From an optimization exercise on the open Yosys and OpenROAD flow, aimed at small area, a short achievable clock period and few clock cycles per item; shortcuts taken in it are not production practice.
Power figures rest on the tool's default switching activity, not on a simulated workload.

== build 88 ==
==> flow/design.v <==
module sscore_enc (
    input             clk,
    input             rst,         
    input             start,
    input      [47:0] in_len,
    output            idle,
    input             in_valid,
    output            in_ready,
    input       [7:0] in_data,
    output            out_valid,
    input             out_ready,
    output     [15:0] out_cp
);
    localparam [1:0] M_SCAN = 2'b00, M_ZERO = 2'b01, M_FF = 2'b10, M_PAT = 2'b11;
    reg         idle_q;      
    reg         busy;        
    reg         hdr;         
    reg  [1:0]  hidx;
    reg  [47:0] R;           
    reg  [4:0]  rb;          
    reg  [5:1]  gz;          
    reg  [3:0]  wc;          
    reg  [7:0]  w [0:8];
    reg         al;          
    reg         inrdy;
    reg         eoi;         
    reg         ovalid;
    reg  [11:0] osym;
    reg         go;          
    reg         sgo;         
    reg  [1:0]  mode;
    reg  [9:0]  cp;          
    reg         cmax;        
    reg         ph;          
    reg         ending;      
    reg         lastpair;    
    reg         sblk;        
    reg  [1:0]  se;          
    assign idle      = idle_q;
    assign in_ready  = inrdy;
    assign out_valid = ovalid;
    assign out_cp    = {4'hE, osym};
    wire can   = !ovalid || out_ready;
    wire push  = in_valid && inrdy;
    wire step  = go && can;
    wire [7:0] w0 = w[0], w1 = w[1], w2 = w[2], w3 = w[3];
    wire [7:0] w4 = w[4], w5 = w[5], w6 = w[6], w7 = w[7];
    wire z0 = (w0 == 8'h00), z1 = (w1 == 8'h00);
    wire f0 = (w0 == 8'hFF), f1 = (w1 == 8'hFF);
    wire e0 = (w0 == w2), e1 = (w1 == w3), e2 = (w2 == w4);
    wire e3 = (w3 == w5), e4 = (w4 == w6), e5 = (w5 == w7);
    wire ge2 = (wc >= 4'd2), ge4 = (wc >= 4'd4), ge5 = (wc >= 4'd5);
    wire ge6 = (wc >= 4'd6), ge8 = (wc >= 4'd8);
    wire zero4 = ge4 && z0 && z1 && e0 && e1;     
    wire ff4   = ge4 && f0 && f1 && e0 && e1;
    wire pat4  = ge8 && e0 && e1 && e2 && e3 && e4 && e5;
    wire m1    = ge4 && e0 && e1;            
    wire m2    = ge6 && e2 && e3;            
    wire m1n   = ge5 && e1 && e2;            
    wire cont  = ge2 && ((mode == M_ZERO) ? z1 : f1);
    wire [9:0] cp1 = cp + 10'd1;
    wire c1max = cmax;
    wire zfend = !cont || cmax;
    wire pnorm = !ph && !ending && (se != 2'd3);    
    reg  demit;
    always @(*) begin
        case (mode)
            M_SCAN:  demit = !(zero4 || ff4 || pat4);
            M_PAT:   demit = pnorm ? !m2 : (ending && !(ph && lastpair));
            default: demit = zfend;
        endcase
    end
    wire s_h0  = hdr && (hidx == 2'd0);
    wire s_h1  = hdr && (hidx == 2'd1);
    wire s_h2  = hdr && (hidx == 2'd2);
    wire s_h3  = hdr && (hidx == 2'd3);
    wire s_w0  = !hdr && (sgo ? (se == 2'd1) : (mode == M_SCAN));
    wire s_w1  = !hdr && (sgo ? (se == 2'd2) : ((mode == M_PAT) && !pnorm));
    wire s_cp  = !hdr && (sgo ? (se == 2'd0) : ((mode == M_ZERO) || (mode == M_FF)));
    wire s_cp1 = !hdr && !sgo && (mode == M_PAT) && pnorm;
    wire        emit = can && (hdr || sgo || (go && demit));
    wire [11:0] esym = ({12{s_h0}}  & R[47:36])      | ({12{s_h1}} & R[35:24]) |
                       ({12{s_h2}}  & R[23:12])      | ({12{s_h3}} & R[11:0])  |
                       ({12{s_w0}}  & {4'h0, w0})    | ({12{s_w1}} & {4'h0, w1}) |
                       ({12{s_cp}}  & {mode, cp})    | ({12{s_cp1}} & {M_PAT, cp1});
    wire sblk_step = (mode != M_PAT) ? sblk :
                     (!ph ? 1'b0 : (lastpair ? sblk : (!ending && (!m1n || c1max))));
    wire sblk_c    = sgo ? (se != 2'd2) : (go ? sblk_step : sblk);
    wire hi0     = (&gz) && (R[7:4] == 4'd0);
    wire finrdy  = busy && !hdr && hi0 && (R[3:0] == 4'd0);
    wire body_c1 = busy && !finrdy && (!hdr || (hidx == 2'd3));
    wire body_c0 = busy && !hdr;
    wire [2:0] nv [0:3];
    genvar k;
    generate
        for (k = 0; k < 4; k = k + 1) begin : g_nx
            wire       cc   = (k >= 2);
            wire       pp   = (k % 2) == 1;
            wire       st   = go && cc;
            wire       shA  = !al && (pp || eoi);
            wire       alup = shA && (wc == 4'd7);
            wire       aln  = al || alup;
            wire [3:0] wcn  = alup ? (eoi ? R[3:0] : 4'd8) :
                              (wc - {3'b000, st} + {3'b000, pp || shA});
            wire       eoin = eoi || (hi0 && (R[3:0] == wc + {3'b000, pp}));
            wire       rdyn = aln && ((wcn >= 4'd8) || (eoin && (wcn != 4'd0)));
            wire       bodn = cc ? body_c1 : body_c0;
            wire       sbn  = cc ? sblk_c : sblk;
            wire       finn = cc && finrdy;
            assign nv[k] = {bodn && rdyn && !sbn, bodn && rdyn && sbn,
                            !finn && !eoin && (wcn != 4'd9)};
        end
    endgenerate
    wire [2:0] nsel = can ? (push ? nv[3] : nv[2]) : (push ? nv[1] : nv[0]);
    wire       shA   = !al && (push || eoi);
    wire       sh    = step || shA;
    wire       al_up = shA && (wc == 4'd7);
    wire       ld7   = push && (!al || (step ? (wc == 4'd8) : (wc == 4'd7)));
    wire       ld8   = push && al && (step ? (wc == 4'd9) : (wc == 4'd8));
    wire [3:0] wc_p1 = wc + 4'd1;
    wire [3:0] wc_m1 = wc - 4'd1;
    wire [3:0] wc_a1 = (wc == 4'd7) ? (eoi ? R[3:0] : 4'd8) : wc_p1;
    wire [3:0] wc_n  = al ? (push ? (step ? wc : wc_p1) : (step ? wc_m1 : wc)) :
                            ((push || eoi) ? wc_a1 : wc);
    wire       eoi_n = eoi || (hi0 && (R[3:0] == wc + {3'b000, push}));
    integer j;
    always @(posedge clk) begin
        for (j = 0; j < 7; j = j + 1)
            if (sh) w[j] <= w[j + 1];
        if (ld7)     w[7] <= in_data;
        else if (sh) w[7] <= w[8];
        if (ld8)     w[8] <= in_data;
        if (can) osym <= esym;
        if (!busy) begin
            if (start) R <= in_len;
            for (j = 1; j < 6; j = j + 1)
                gz[j] <= (in_len[8 * j +: 8] == 8'd0);
            rb <= 5'd0;
        end else begin
            for (j = 1; j < 6; j = j + 1)
                if (rb[j - 1]) gz[j] <= (R[8 * j +: 8] == 8'd1);
            if (step) R[7:0] <= R[7:0] - 8'd1;
            for (j = 1; j < 6; j = j + 1)
                if (rb[j - 1]) R[8 * j +: 8] <= R[8 * j +: 8] - 8'd1;
            rb[0] <= step && (R[7:0] == 8'd0);
            for (j = 1; j < 5; j = j + 1)
                rb[j] <= rb[j - 1] && (R[8 * j +: 8] == 8'd0);
        end
        if (!busy)      hidx <= 2'd0;
        else if (hdr && can) hidx <= hidx + 2'd1;
        if (step) begin
            case (mode)
                M_SCAN: begin
                    cp   <= 10'd2;
                    cmax <= 1'b0;
                end
                M_PAT: begin
                    if (!ph && !ending && (se != 2'd3)) begin
                        cp   <= cp1;
                        cmax <= (cp == 10'd1022);
                    end else if (!ph && (se == 2'd3) && m1) begin
                        cp   <= 10'd1;
                        cmax <= 1'b0;
                    end
                end
                default: begin
                    cp   <= zfend ? 10'd1 : cp1;
                    cmax <= !zfend && (cp == 10'd1022);
                end
            endcase
        end
        if (rst) begin
            idle_q <= 1'b1;
            busy   <= 1'b0;
            hdr    <= 1'b0;
            wc     <= 4'd0;
            al     <= 1'b0;
            inrdy  <= 1'b0;
            ovalid <= 1'b0;
            go     <= 1'b0;
            sgo    <= 1'b0;
            mode   <= M_SCAN;
            ph     <= 1'b0;
            ending <= 1'b0;
            lastpair <= 1'b0;
            sblk   <= 1'b0;
            se     <= 2'd0;
        end else begin
            if (emit) ovalid <= 1'b1;
            else if (out_ready) ovalid <= 1'b0;
            if (!busy) begin
                wc    <= 4'd0;
                al    <= 1'b0;
                go    <= 1'b0;
                sgo   <= 1'b0;
                inrdy <= start && (in_len != 48'd0);
                eoi   <= (in_len == 48'd0);
                if (start) begin
                    idle_q <= 1'b0;
                    busy   <= 1'b1;
                    hdr    <= 1'b1;
                end
            end else begin
                wc    <= wc_n;
                al    <= al || al_up;
                eoi   <= eoi_n;
                {go, sgo, inrdy} <= nsel;
                if (can && finrdy) begin
                    idle_q <= 1'b1;
                    busy   <= 1'b0;
                end
                if (can && hidx == 2'd3) hdr <= 1'b0;
            end
            if (can) sblk <= sblk_c;
            if (sgo && can) se <= se + 2'd1;
            if (step) begin
                case (mode)
                    M_SCAN: begin
                        if (zero4)      mode <= M_ZERO;
                        else if (ff4)   mode <= M_FF;
                        else if (pat4) begin
                            mode <= M_PAT;
                            ph   <= 1'b1;
                        end
                    end
                    M_PAT: begin
                        if (!ph) begin
                            ph <= 1'b1;
                            if (ending) begin
                                lastpair <= 1'b1;
                            end else if (se == 2'd3) begin
                                se <= 2'd0;
                                if (!m1) lastpair <= 1'b1;
                            end else if (!m2) begin
                                ending <= 1'b1;
                            end
                        end else begin
                            ph <= 1'b0;
                            if (lastpair) begin
                                mode     <= M_SCAN;
                                ending   <= 1'b0;
                                lastpair <= 1'b0;
                            end
                        end
                    end
                    default: begin
                        if (!cont) mode <= M_SCAN;
                    end
                endcase
            end
        end
    end
endmodule
==> flow/config.mk <==
export PLATFORM = sky130hd
export DESIGN_NAME = sscore_enc
export DESIGN_NICKNAME = sscore_enc
export VERILOG_FILES = /design/flow/design.v
export SDC_FILE = /design/flow/constraint.sdc
export NUM_CORES = 4
export LEC_CHECK = 0
export CAP_MARGIN = 20
export CORE_MARGIN = 2
export CORE_UTILIZATION = 45
export CTS_BUF_LIST = sky130_fd_sc_hd__clkbuf_8
export SLEW_MARGIN = 20
==> flow/constraint.sdc <==
create_clock -name core_clock -period 8.0 [get_ports {clk}]
set_input_delay 1.6000 -clock core_clock [delete_from_list [all_inputs] [get_ports {clk}]]
set_output_delay 1.6000 -clock core_clock [all_outputs]
set_load 0.01 [all_outputs]
standard.sh (not shown) runs the stock make flow with config.mk's settings and CLKGATE_MAP_FILE= SYNTH_SCRIPT=/design/flow/synth_recipe.tcl, a recipe that flattens the netlist after the stock synthesis.
==> flow/flow/run.sh <==
#!/bin/bash
# Layout flow: the standard flow (standard synthesis unchanged), with the
# ports buffered by the smallest buffer and setup repair aimed 5.2 ns past the
# clock period.  make's output goes to standard.log; ORFS's own per-step logs
# stay under orfs/logs.
set -euo pipefail
bash standard.sh SETUP_SLACK_MARGIN=5.2 "BUFFER_PORTS_ARGS=-buffer_cell sky130_fd_sc_hd__buf_1" finish > standard.log 2>&1
Here is what was changed in the inputs of trial 68 compared with build 88.
-- flow/design.v --
<<< build 88, line 25
    reg         inrdy;
    reg         eoi;         
    reg         ovalid;
    reg  [11:0] osym;
>>> trial 68, line 25
    reg         inrdy;
    reg         eoi;         
    reg  [3:0]  lft;         
    reg         ovalid;
    reg  [11:0] osym;
<<< build 88, line 91
    wire body_c1 = busy && !finrdy && (!hdr || (hidx == 2'd3));
    wire body_c0 = busy && !hdr;
    wire [2:0] nv [0:3];
    genvar k;
    generate
        for (k = 0; k < 4; k = k + 1) begin : g_nx
            wire       cc   = (k >= 2);
            wire       pp   = (k % 2) == 1;
            wire       st   = go && cc;
            wire       shA  = !al && (pp || eoi);
            wire       alup = shA && (wc == 4'd7);
            wire       aln  = al || alup;
            wire [3:0] wcn  = alup ? (eoi ? R[3:0] : 4'd8) :
                              (wc - {3'b000, st} + {3'b000, pp || shA});
            wire       eoin = eoi || (hi0 && (R[3:0] == wc + {3'b000, pp}));
            wire       rdyn = aln && ((wcn >= 4'd8) || (eoin && (wcn != 4'd0)));
            wire       bodn = cc ? body_c1 : body_c0;
            wire       sbn  = cc ? sblk_c : sblk;
            wire       finn = cc && finrdy;
            assign nv[k] = {bodn && rdyn && !sbn, bodn && rdyn && sbn,
                            !finn && !eoin && (wcn != 4'd9)};
        end
    endgenerate
>>> trial 68, line 92
    wire body_c1 = busy && !finrdy && (!hdr || (hidx == 2'd3));
    wire body_c0 = busy && !hdr;
    wire wc0 = (wc == 4'd0), wc7 = (wc == 4'd7), wc8 = (wc == 4'd8), wc9 = (wc == 4'd9);
    wire wge2 = (wc >= 4'd2), wge7 = (wc >= 4'd7);
    wire lz = (lft == 4'd0), l1 = (lft == 4'd1);
    wire [2:0] nv [0:3];
    genvar k;
    generate
        for (k = 0; k < 4; k = k + 1) begin : g_nx
            wire cc   = (k >= 2);
            wire pp   = (k % 2) == 1;
            wire st   = go && cc;
            wire alup = !al && (pp || eoi) && wc7;
            wire ge8n = al ? (pp ? (st ? ge8 : wge7) : (st ? wc9 : ge8)) : (alup && !eoi);
            wire nzn  = al ? (pp ? (st ? !wc0 : 1'b1) : (st ? wge2 : !wc0))
                           : (alup && (!eoi || (R[3:0] != 4'd0)));
            wire n9n  = al ? (pp ? (st ? !wc9 : !wc8) : (st ? 1'b1 : !wc9)) : 1'b1;
            wire eoin = eoi || (hi0 && (pp ? l1 : lz));
            wire rdyn = (al || alup) && (ge8n || (eoin && nzn));
            wire bodn = cc ? body_c1 : body_c0;
            wire sbn  = cc ? sblk_c : sblk;
            wire finn = cc && finrdy;
            assign nv[k] = {bodn && rdyn && !sbn, bodn && rdyn && sbn,
                            !finn && !eoin && n9n};
        end
    endgenerate
<<< build 88, line 123
    wire [3:0] wc_n  = al ? (push ? (step ? wc : wc_p1) : (step ? wc_m1 : wc)) :
                            ((push || eoi) ? wc_a1 : wc);
    wire       eoi_n = eoi || (hi0 && (R[3:0] == wc + {3'b000, push}));
    integer j;
    always @(posedge clk) begin
>>> trial 68, line 127
    wire [3:0] wc_n  = al ? (push ? (step ? wc : wc_p1) : (step ? wc_m1 : wc)) :
                            ((push || eoi) ? wc_a1 : wc);
    wire       eoi_n = eoi || (hi0 && (push ? l1 : lz));
    wire [5:1]  rgo = rb;
    wire [47:8] rtg;
    genvar g, b;
    generate
        for (g = 1; g < 6; g = g + 1) begin : g_rb
            for (b = 0; b < 8; b = b + 1) begin : g_bit
                if (b == 0) begin : g_lsb
                    assign rtg[8 * g] = rgo[g];
                end else begin : g_up
                    assign rtg[8 * g + b] = rgo[g] && (R[8 * g +: b] == {b{1'b0}});
                end
            end
        end
    endgenerate
    integer j;
    always @(posedge clk) begin
<<< build 88, line 132
        if (ld8)     w[8] <= in_data;
        if (can) osym <= esym;
        if (!busy) begin
            if (start) R <= in_len;
>>> trial 68, line 150
        if (ld8)     w[8] <= in_data;
        if (can) osym <= esym;
        if (!busy)     lft <= in_len[3:0];
        else if (push) lft <= lft - 4'd1;
        if (!busy) begin
            if (start) R <= in_len;
<<< build 88, line 141
                if (rb[j - 1]) gz[j] <= (R[8 * j +: 8] == 8'd1);
            if (step) R[7:0] <= R[7:0] - 8'd1;
            for (j = 1; j < 6; j = j + 1)
                if (rb[j - 1]) R[8 * j +: 8] <= R[8 * j +: 8] - 8'd1;
            rb[0] <= step && (R[7:0] == 8'd0);
            for (j = 1; j < 5; j = j + 1)
>>> trial 68, line 161
                if (rb[j - 1]) gz[j] <= (R[8 * j +: 8] == 8'd1);
            if (step) R[7:0] <= R[7:0] - 8'd1;
            for (j = 8; j < 48; j = j + 1)
                if (rtg[j]) R[j] <= !R[j];
            rb[0] <= step && (R[7:0] == 8'd0);
            for (j = 1; j < 5; j = j + 1)
==> run notes <==
The final layout from trial 68, which completed every stage, passed the timing, design-rule and antenna checks at the end of the flow. Against build 88, wire length in trial 68 came out better. Trial 68 vs build 88 — final period demand of the worst path dropped 37 ps. Delta (trial 68 minus build 88): detailed route wirelength on metal2 fell by about 14%, total placed cells including tap cells fell by 85, number of well-tap cells placed fell by 10. Trial 68 vs. build 88: total power -0.15 mW; net switching power -0.10 mW; net total in the final layout -8.4%.
Function was not checked in any run of this note: the RTL went through the layout flow alone.

static timing again, ports no longer ideal:
In the flow no input, the clock included, has a driving cell. The finished layouts below were timed again as built, in two steps. Step 1, drivers: a clkbuf_16 drives clk and a buf_2 each remaining input, both assumed. Step 2 times the ports against the registers' clock, not the clock port: input delays grow and output delays shrink by t, the midpoint of the rising clock arrivals with the driver on. a / b / c = ideal / step 1 / step 2; a / b = the first two.
run	t (ns)	setup WS [ns]	worst slew at a driven data input, ns	cell pins on the clock port's net
build 88	0.514	5.185 / 5.197 / 4.684	0.05	1
trial 68	0.499	5.222 / 5.220 / 4.737	0.06	1
After both steps every run listed still meets setup and hold. For build 88, which loses most, drivers alone change the setup slack by +0.012 ns; drivers and shift together by -0.501 ns.
